This design comes from an exercise in tuning for small area, a short achievable clock period and few clock cycles on the open sky130 flow, not from production work. Where RTL was checked, it was by simulation tests only, not by an equivalence proof against the original. Power is estimated from default activity; no workload was simulated.

build 57:
Design nr_vadd, start of the top module:
module nr_vadd (
    input  wire        clk,
    input  wire        rst,         
    input  wire        in_valid,
    input  wire [31:0] in_a,
    input  wire [31:0] in_b,
    output wire        in_ready,
    output reg         out_valid,
    output reg  [31:0] out_sum,
    input  wire        out_ready
);
export LEC_CHECK = 0
export CAP_MARGIN = 60
export CORE_MARGIN = 2
export CORE_UTILIZATION = 40
export PLACE_DENSITY = 0.6
export SLEW_MARGIN = 60
create_clock -name core_clock -period 20.0 [get_ports {clk}]
standard.sh (not shown) runs the stock make flow with config.mk's settings and CLKGATE_MAP_FILE= SYNTH_SCRIPT=/design/flow/synth_recipe.tcl, a recipe that flattens the netlist after the stock synthesis.
==> flow/flow/run.sh <==
#!/bin/bash
set -euo pipefail
export BUFFER_PORTS_ARGS="-buffer_cell sky130_fd_sc_hd__buf_2"
bash standard.sh finish > flow_make.log 2>&1
Testbench counts of build 57, summed over its fixed seeds: cycles 16,024.
The following lists how trial 79 was set up differently from build 57:
--- a/flow/design.v
+++ b/flow/design.v
@@ -17,19 +17,19 @@
     wire        ia_h  = |in_a[30:23];
     wire        ib_h  = |in_b[30:23];
     wire [7:0]  ia_ee = {in_a[30:24], in_a[23] | ~ia_h};
     wire [7:0]  ib_ee = {in_b[30:24], in_b[23] | ~ib_h};
     reg  [32:0] ra, rb;
     reg         bige;                       
     always @(posedge clk) if (adv) begin
         ra   <= {in_a[31], ia_ee, ia_h, in_a[22:0]};
         rb   <= {in_b[31], ib_ee, ib_h, in_b[22:0]};
-        bige <= in_b[30:23] > in_a[30:23];
+        bige <= ib_ee > ia_ee;
     end
     wire [7:0]  a_ee = ra[31:24];
     wire [7:0]  b_ee = rb[31:24];
     wire        a_h  = ra[23];
     wire        b_h  = rb[23];
     wire        a_emax = &a_ee;
     wire        b_emax = &b_ee;
     wire        a_fz = ~|ra[22:0];
     wire        b_fz = ~|rb[22:0];
@@ -43,19 +43,19 @@
     wire [23:0] a_m  = {a_h, ra[22:0]};
     wire [23:0] b_m  = {b_h, rb[22:0]};
     wire [23:0] x_m  = bige ? b_m : a_m;
     wire [23:0] y_m  = bige ? a_m : b_m;
     wire [7:0]  x_ee = bige ? b_ee : a_ee;
     wire [7:0]  y_ee = bige ? a_ee : b_ee;
     wire [7:0]  d    = x_ee - y_ee;
     wire [4:0]  sh   = d[4:0];
     wire        big  = |d[7:5];                 
-    wire        neg  = sub & ~bige & (a_ee == b_ee) & (b_m > a_m);
+    wire        neg  = sub & (a_ee == b_ee) & (b_m > a_m);
     wire        x_s  = (bige | neg) ? rb[32] : ra[32];
     wire [26:0] t0 = {y_m, 3'd0};
     wire [26:0] t1 = sh[4] ? {16'd0, t0[26:16]} : t0;
     wire        k1 = sh[4] & (|t0[15:0]);
     wire [26:0] t2 = sh[3] ? {8'd0, t1[26:8]} : t1;
     wire        k2 = sh[3] & (|t1[7:0]);
     wire [26:0] t3 = sh[2] ? {4'd0, t2[26:4]} : t2;
     wire        k3 = sh[2] & (|t2[3:0]);
     wire [26:0] t4 = sh[1] ? {2'd0, t3[26:2]} : t3;
@@ -125,21 +125,20 @@
     wire [26:0] nm = {sl[27:2], sl[1] | (sl[0] & ~|q_lz)};
     wire [8:0]  ne = {1'b0, q_e} + 9'd1 - {4'd0, q_lz};
     wire        r_up = nm[2] & (nm[1] | nm[0] | nm[3]);
     wire [30:0] pk   = {(nm[26] ? ne[7:0] : 8'd0), nm[25:3]};
     reg  [30:0] ones;
     integer m, n;
     always @(*) begin
         ones = pk;
         for (m = 1; m < 32; m = m * 2)
-            for (n = 0; n < 31; n = n + 1)
-                if (n & m)
-                    ones[n] = ones[n] & ones[(n & ~(m - 1)) - 1];
+            for (n = 30; n >= m; n = n - 1)
+                ones[n] = ones[n] & ones[n-m];
     end
     wire [30:0] rnd  = pk ^ ({ones[29:0], 1'b1} & {31{r_up}});
     wire        ovf  = ne[8] | (ne[7:0] == 8'hFF);
     wire        zero = ~|q_m;
     reg  [31:0] res;
     always @(*) begin
         if (q_nan)
             res = 32'h7FC00000;
         else if (q_inf | ovf)
==> results.txt <==
Compare build 57 and trial 79 | sequential share of layout area higher: build 57. Summary of trial 79 over build 57: starting utilization of the core area did not really move, count of inverters not on the clock network in the layout went up. Trial 79 ended up with bige as its end of the critical path; build 57 ended up with out_sum[23]. Trial 79 vs build 57: met1 capacity usage during global routing up. Trial 79 vs build 57, share of power burned in the clock network went up by 1.3 points. Build 57 has a lower actual slew at the worst max-slew pin than trial 79. From build 57 to trial 79 the numbers moved as follows: final standard cell area without fillers went up by 470 µm²; worst slack at placement -820 ps. [compare] base=build 57 new=trial 79: violation count after the first detailed-routing iteration moved up, clock period minus worst slack now larger, via count of the first global-routing pass saw an increase.
No functional check of the RTL was part of trial 79.


The RTL this note starts from:
==> flow/design.v <==
module nr_vadd (
    input  wire        clk,
    input  wire        rst,         
    input  wire        in_valid,
    input  wire [31:0] in_a,
    input  wire [31:0] in_b,
    output wire        in_ready,
    output reg         out_valid,
    output reg  [31:0] out_sum,
    input  wire        out_ready
);
    reg         v0, v1, v2, vk;
    reg         rdy;            
    reg         adv;            
    reg  [31:0] skid;
    assign in_ready = rdy;
    wire        ia_h = |in_a[30:23];
    wire        ib_h = |in_b[30:23];
    reg  [32:0] ra, rb;
    always @(posedge clk) if (adv) begin
        ra <= {in_a[31], in_a[30:24], in_a[23] | ~ia_h, ia_h, in_a[22:0]};
        rb <= {in_b[31], in_b[30:24], in_b[23] | ~ib_h, ib_h, in_b[22:0]};
    end
    wire [7:0]  a_ee = ra[31:24];
    wire [7:0]  b_ee = rb[31:24];
    wire        a_h  = ra[23];
    wire        b_h  = rb[23];
    wire        a_emax = &a_ee;
    wire        b_emax = &b_ee;
    wire        a_fz = ~|ra[22:0];
    wire        b_fz = ~|rb[22:0];
    wire        a_nan = a_emax & ~a_fz;
    wire        b_nan = b_emax & ~b_fz;
    wire        a_inf = a_emax & a_fz;
    wire        b_inf = b_emax & b_fz;
    wire        sub   = ra[32] ^ rb[32];
    wire        s_nan = a_nan | b_nan | (a_inf & b_inf & sub);
    wire        s_inf = a_inf | b_inf;
    wire [8:0]  dab  = {1'b0, a_ee} - {1'b0, b_ee};
    wire [7:0]  dba  = b_ee - a_ee;
    wire        bige = dab[8];                  
    wire [7:0]  d    = bige ? dba : dab[7:0];
    wire [4:0]  sh   = d[4:0];
    wire        big  = |d[7:5];                 
    wire [23:0] a_m  = {a_h, ra[22:0]};
    wire [23:0] b_m  = {b_h, rb[22:0]};
    wire [23:0] x_m  = bige ? b_m : a_m;
    wire [23:0] y_m  = bige ? a_m : b_m;
    wire [7:0]  x_ee = bige ? b_ee : a_ee;
    wire        neg  = sub & (dab[7:0] == 8'd0) & (b_m > a_m);
    wire        x_s  = (bige | neg) ? rb[32] : ra[32];
    wire [26:0] t0 = {y_m, 3'd0};
    wire [26:0] t1 = sh[4] ? {16'd0, t0[26:16]} : t0;
    wire        k1 = sh[4] & (|t0[15:0]);
    wire [26:0] t2 = sh[3] ? {8'd0, t1[26:8]} : t1;
    wire        k2 = sh[3] & (|t1[7:0]);
    wire [26:0] t3 = sh[2] ? {4'd0, t2[26:4]} : t2;
    wire        k3 = sh[2] & (|t2[3:0]);
    wire [26:0] t4 = sh[1] ? {2'd0, t3[26:2]} : t3;
    wire        k4 = sh[1] & (|t3[1:0]);
    wire [26:0] t5 = sh[0] ? {1'd0, t4[26:1]} : t4;
    wire        k5 = sh[0] & t4[0];
    wire [26:0] y_al = big ? {26'd0, |y_m} : {t5[26:1], t5[0] | k1 | k2 | k3 | k4 | k5};
    reg         p_s, p_zs, p_sub, p_neg, p_nan, p_inf;
    reg  [7:0]  p_e;
    reg  [23:0] p_x;
    reg  [26:0] p_y;
    always @(posedge clk) if (adv) begin
        p_s   <= x_s;
        p_zs  <= ra[32] & rb[32];
        p_sub <= sub;
        p_neg <= neg;
        p_nan <= s_nan;
        p_inf <= s_inf;
        p_e   <= x_ee;
        p_x   <= x_m;
        p_y   <= y_al;
    end
    wire [27:0] ad_a = {1'b0, p_x, 3'd0} ^ {28{p_neg}};
    wire [27:0] ad_b = {1'b0, p_y} ^ {28{p_sub & ~p_neg}};
    wire [27:0] mag  = ad_a + ad_b + {27'd0, p_sub};
    wire [27:0] lim  = (p_e > 8'd27) ? 28'd0 : (28'h8000000 >> p_e);
    wire [31:0] lzin = {mag | lim, 4'b1111};
    wire [15:0] z1v; wire [15:0] z1c;
    wire [7:0]  z2v; wire [15:0] z2c;
    wire [3:0]  z3v; wire [11:0] z3c;
    wire [1:0]  z4v; wire [7:0]  z4c;
    genvar g;
    generate
        for (g = 0; g < 16; g = g + 1) begin : lz1
            assign z1v[g] = lzin[2*g+1] | lzin[2*g];
            assign z1c[g] = ~lzin[2*g+1];
        end
        for (g = 0; g < 8; g = g + 1) begin : lz2
            assign z2v[g] = z1v[2*g+1] | z1v[2*g];
            assign z2c[2*g+1:2*g] = z1v[2*g+1] ? {1'b0, z1c[2*g+1]} : {1'b1, z1c[2*g]};
        end
        for (g = 0; g < 4; g = g + 1) begin : lz3
            assign z3v[g] = z2v[2*g+1] | z2v[2*g];
            assign z3c[3*g+2:3*g] = z2v[2*g+1] ? {1'b0, z2c[4*g+3:4*g+2]} : {1'b1, z2c[4*g+1:4*g]};
        end
        for (g = 0; g < 2; g = g + 1) begin : lz4
            assign z4v[g] = z3v[2*g+1] | z3v[2*g];
            assign z4c[4*g+3:4*g] = z3v[2*g+1] ? {1'b0, z3c[6*g+5:6*g+3]} : {1'b1, z3c[6*g+2:6*g]};
        end
    endgenerate
    wire [4:0]  lz = z4v[1] ? {1'b0, z4c[7:4]} : {1'b1, z4c[3:0]};
    reg         q_s, q_zs, q_nan, q_inf;
    reg  [7:0]  q_e;
    reg  [27:0] q_m;
    reg  [4:0]  q_lz;
    always @(posedge clk) if (adv) begin
        q_s   <= p_s;
        q_zs  <= p_zs;
        q_nan <= p_nan;
        q_inf <= p_inf;
        q_e   <= p_e;
        q_m   <= mag;
        q_lz  <= lz;
    end
    wire [27:0] sl = q_m << q_lz;
    wire [26:0] nm = {sl[27:2], sl[1] | (sl[0] & ~|q_lz)};
    wire [8:0]  ne = {1'b0, q_e} + 9'd1 - {4'd0, q_lz};
    wire        r_up = nm[2] & (nm[1] | nm[0] | nm[3]);
    wire [30:0] pk   = {(nm[26] ? ne[7:0] : 8'd0), nm[25:3]};
    reg  [30:0] ones;
    integer m, n;
    always @(*) begin
        ones = pk;
        for (m = 1; m < 32; m = m * 2)
            for (n = 30; n >= m; n = n - 1)
                ones[n] = ones[n] & ones[n-m];
    end
    wire [30:0] rnd  = pk ^ ({ones[29:0], 1'b1} & {31{r_up}});
    wire        ovf  = ne[8] | (ne[7:0] == 8'hFF);
    wire        zero = ~|q_m;
    reg  [31:0] res;
    always @(*) begin
        if (q_nan)
            res = 32'h7FC00000;
        else if (q_inf | ovf)
            res = {q_s, 8'hFF, 23'd0};
        else
            res = {zero ? q_zs : q_s, rnd};
    end
    wire        push = adv & v2;
    always @(posedge clk) begin
        if (!vk) skid <= res;
        if (out_ready) out_sum <= vk ? skid : res;
        else if (!out_valid) out_sum <= res;
    end
    always @(posedge clk) begin
        if (rst) begin
            v0 <= 1'b0; v1 <= 1'b0; v2 <= 1'b0; vk <= 1'b0;
            rdy <= 1'b0; adv <= 1'b1; out_valid <= 1'b0;
        end else begin
            if (adv) begin
                v0 <= in_valid & rdy;
                v1 <= v0;
                v2 <= v1;
            end
            if (vk) begin
                if (out_ready) begin vk <= 1'b0; rdy <= 1'b1; adv <= 1'b1; end
            end else if (push & out_valid & ~out_ready) begin
                vk <= 1'b1; rdy <= 1'b0; adv <= 1'b0;
            end else begin
                rdy <= 1'b1;
            end
            out_valid <= vk | push | (out_valid & ~out_ready);
        end
    end
endmodule
==> flow/config.mk <==
export PLATFORM = sky130hd
export DESIGN_NAME = nr_vadd
export DESIGN_NICKNAME = nr_vadd
export VERILOG_FILES = /design/flow/design.v
export SDC_FILE = /design/flow/constraint.sdc
export NUM_CORES = 4
export LEC_CHECK = 0
export CAP_MARGIN = 60
export CORE_MARGIN = 2
export CORE_UTILIZATION = 40
export PLACE_DENSITY = 0.6
export SLEW_MARGIN = 60
==> flow/constraint.sdc <==
create_clock -name core_clock -period 20.0 [get_ports {clk}]
set_input_delay 4.0000 -clock core_clock [delete_from_list [all_inputs] [get_ports {clk}]]
set_output_delay 4.0000 -clock core_clock [all_outputs]
set_load 0.01 [all_outputs]
Scripts as last shown in full above: flow/flow/run.sh
Next try:
--- a/flow/design.v
+++ b/flow/design.v
@@ -15,10 +15,14 @@
     reg  [31:0] skid;
     assign in_ready = rdy;
-    wire        ia_h = |in_a[30:23];
-    wire        ib_h = |in_b[30:23];
+    wire        ia_h  = |in_a[30:23];
+    wire        ib_h  = |in_b[30:23];
+    wire [7:0]  ia_ee = {in_a[30:24], in_a[23] | ~ia_h};
+    wire [7:0]  ib_ee = {in_b[30:24], in_b[23] | ~ib_h};
     reg  [32:0] ra, rb;
+    reg         bige;                       
     always @(posedge clk) if (adv) begin
-        ra <= {in_a[31], in_a[30:24], in_a[23] | ~ia_h, ia_h, in_a[22:0]};
-        rb <= {in_b[31], in_b[30:24], in_b[23] | ~ib_h, ib_h, in_b[22:0]};
+        ra   <= {in_a[31], ia_ee, ia_h, in_a[22:0]};
+        rb   <= {in_b[31], ib_ee, ib_h, in_b[22:0]};
+        bige <= ib_ee > ia_ee;
     end
     wire [7:0]  a_ee = ra[31:24];
@@ -37,10 +41,4 @@
     wire        s_nan = a_nan | b_nan | (a_inf & b_inf & sub);
     wire        s_inf = a_inf | b_inf;
-    wire [8:0]  dab  = {1'b0, a_ee} - {1'b0, b_ee};
-    wire [7:0]  dba  = b_ee - a_ee;
-    wire        bige = dab[8];                  
-    wire [7:0]  d    = bige ? dba : dab[7:0];
-    wire [4:0]  sh   = d[4:0];
-    wire        big  = |d[7:5];                 
     wire [23:0] a_m  = {a_h, ra[22:0]};
     wire [23:0] b_m  = {b_h, rb[22:0]};
@@ -48,5 +46,9 @@
     wire [23:0] y_m  = bige ? a_m : b_m;
     wire [7:0]  x_ee = bige ? b_ee : a_ee;
-    wire        neg  = sub & (dab[7:0] == 8'd0) & (b_m > a_m);
+    wire [7:0]  y_ee = bige ? a_ee : b_ee;
+    wire [7:0]  d    = x_ee - y_ee;
+    wire [4:0]  sh   = d[4:0];
+    wire        big  = |d[7:5];                 
+    wire        neg  = sub & (a_ee == b_ee) & (b_m > a_m);
     wire        x_s  = (bige | neg) ? rb[32] : ra[32];
     wire [26:0] t0 = {y_m, 3'd0};
@@ -62,5 +64,5 @@
     wire        k5 = sh[0] & t4[0];
     wire [26:0] y_al = big ? {26'd0, |y_m} : {t5[26:1], t5[0] | k1 | k2 | k3 | k4 | k5};
-    reg         p_s, p_zs, p_sub, p_neg, p_nan, p_inf;
+    reg         p_s, p_zs, p_sub, p_neg, p_invb, p_nan, p_inf;
     reg  [7:0]  p_e;
     reg  [23:0] p_x;
@@ -71,12 +73,13 @@
         p_sub <= sub;
         p_neg <= neg;
+        p_invb <= sub & ~neg;
         p_nan <= s_nan;
         p_inf <= s_inf;
         p_e   <= x_ee;
-        p_x   <= x_m;
+        p_x   <= x_m ^ {24{neg}};
         p_y   <= y_al;
     end
-    wire [27:0] ad_a = {1'b0, p_x, 3'd0} ^ {28{p_neg}};
-    wire [27:0] ad_b = {1'b0, p_y} ^ {28{p_sub & ~p_neg}};
+    wire [27:0] ad_a = {p_neg, p_x, {3{p_neg}}};
+    wire [27:0] ad_b = {1'b0, p_y} ^ {28{p_invb}};
     wire [27:0] mag  = ad_a + ad_b + {27'd0, p_sub};
     wire [27:0] lim  = (p_e > 8'd27) ? 28'd0 : (28'h8000000 >> p_e);
@@ -129,6 +132,7 @@
         ones = pk;
         for (m = 1; m < 32; m = m * 2)
-            for (n = 30; n >= m; n = n - 1)
-                ones[n] = ones[n] & ones[n-m];
+            for (n = 0; n < 31; n = n + 1)
+                if (n & m)
+                    ones[n] = ones[n] & ones[(n & ~(m - 1)) - 1];
     end
     wire [30:0] rnd  = pk ^ ({ones[29:0], 1'b1} & {31{r_up}});
@@ -147,6 +151,5 @@
     always @(posedge clk) begin
         if (!vk) skid <= res;
-        if (out_ready) out_sum <= vk ? skid : res;
-        else if (!out_valid) out_sum <= res;
+        if (out_ready | ~out_valid) out_sum <= vk ? skid : res;
     end
     always @(posedge clk) begin
Outcome:
- non-clock buffer count climbs by 5
- synthesized cell count drops by 7.4%
- worst setup slack gets worse by 0.14 ns
- final area drops by 2.4%
- sequential share of layout area climbs by 1.2 points
- sequential power stays flat
- total power drops by 1.6%
- flip-flop and latch count climbs by 2
- wire length drops by 14%
No functional check of the RTL was part of any run of this note.

afterwards: timing with drivers on the ports:
In the flow no input, the clock included, has a driving cell. The finished layouts below were timed again as built, in two steps.
Step 1: set_driving_cell puts a clkbuf_16 on clk and a buf_2 on each other input, an assumption about the parent block.
Step 2 moves the port delays by t, midway between the first and last clock arrival at a register: inputs arrive t later, outputs are due t later. That takes back most of the time a late clock gives input paths.
Slacks: ideal ports / drivers / drivers and shift; pairs: ideal ports / drivers.
| run | shift t [ns] | setup WS [ns] | worst register clock-pin slew, ns |
|---|---|---|---|
| build 57 | 0.596 | 14.877 / 14.821 / 14.660 | 0.06 / 0.06 |
| trial 79 | 0.607 | 14.417 / 14.450 / 13.843 | 0.07 / 0.07 |
| the first run of note 2 | 0.617 | 14.771 / 14.771 / 14.626 | 0.07 / 0.07 |
| the second run of note 2 | 0.598 | 14.634 / 14.666 / 14.068 | 0.06 / 0.06 |
After both steps every run listed still meets setup and hold. For trial 79, which loses most, drivers alone change the setup slack by +0.033 ns; drivers and shift together by -0.574 ns.
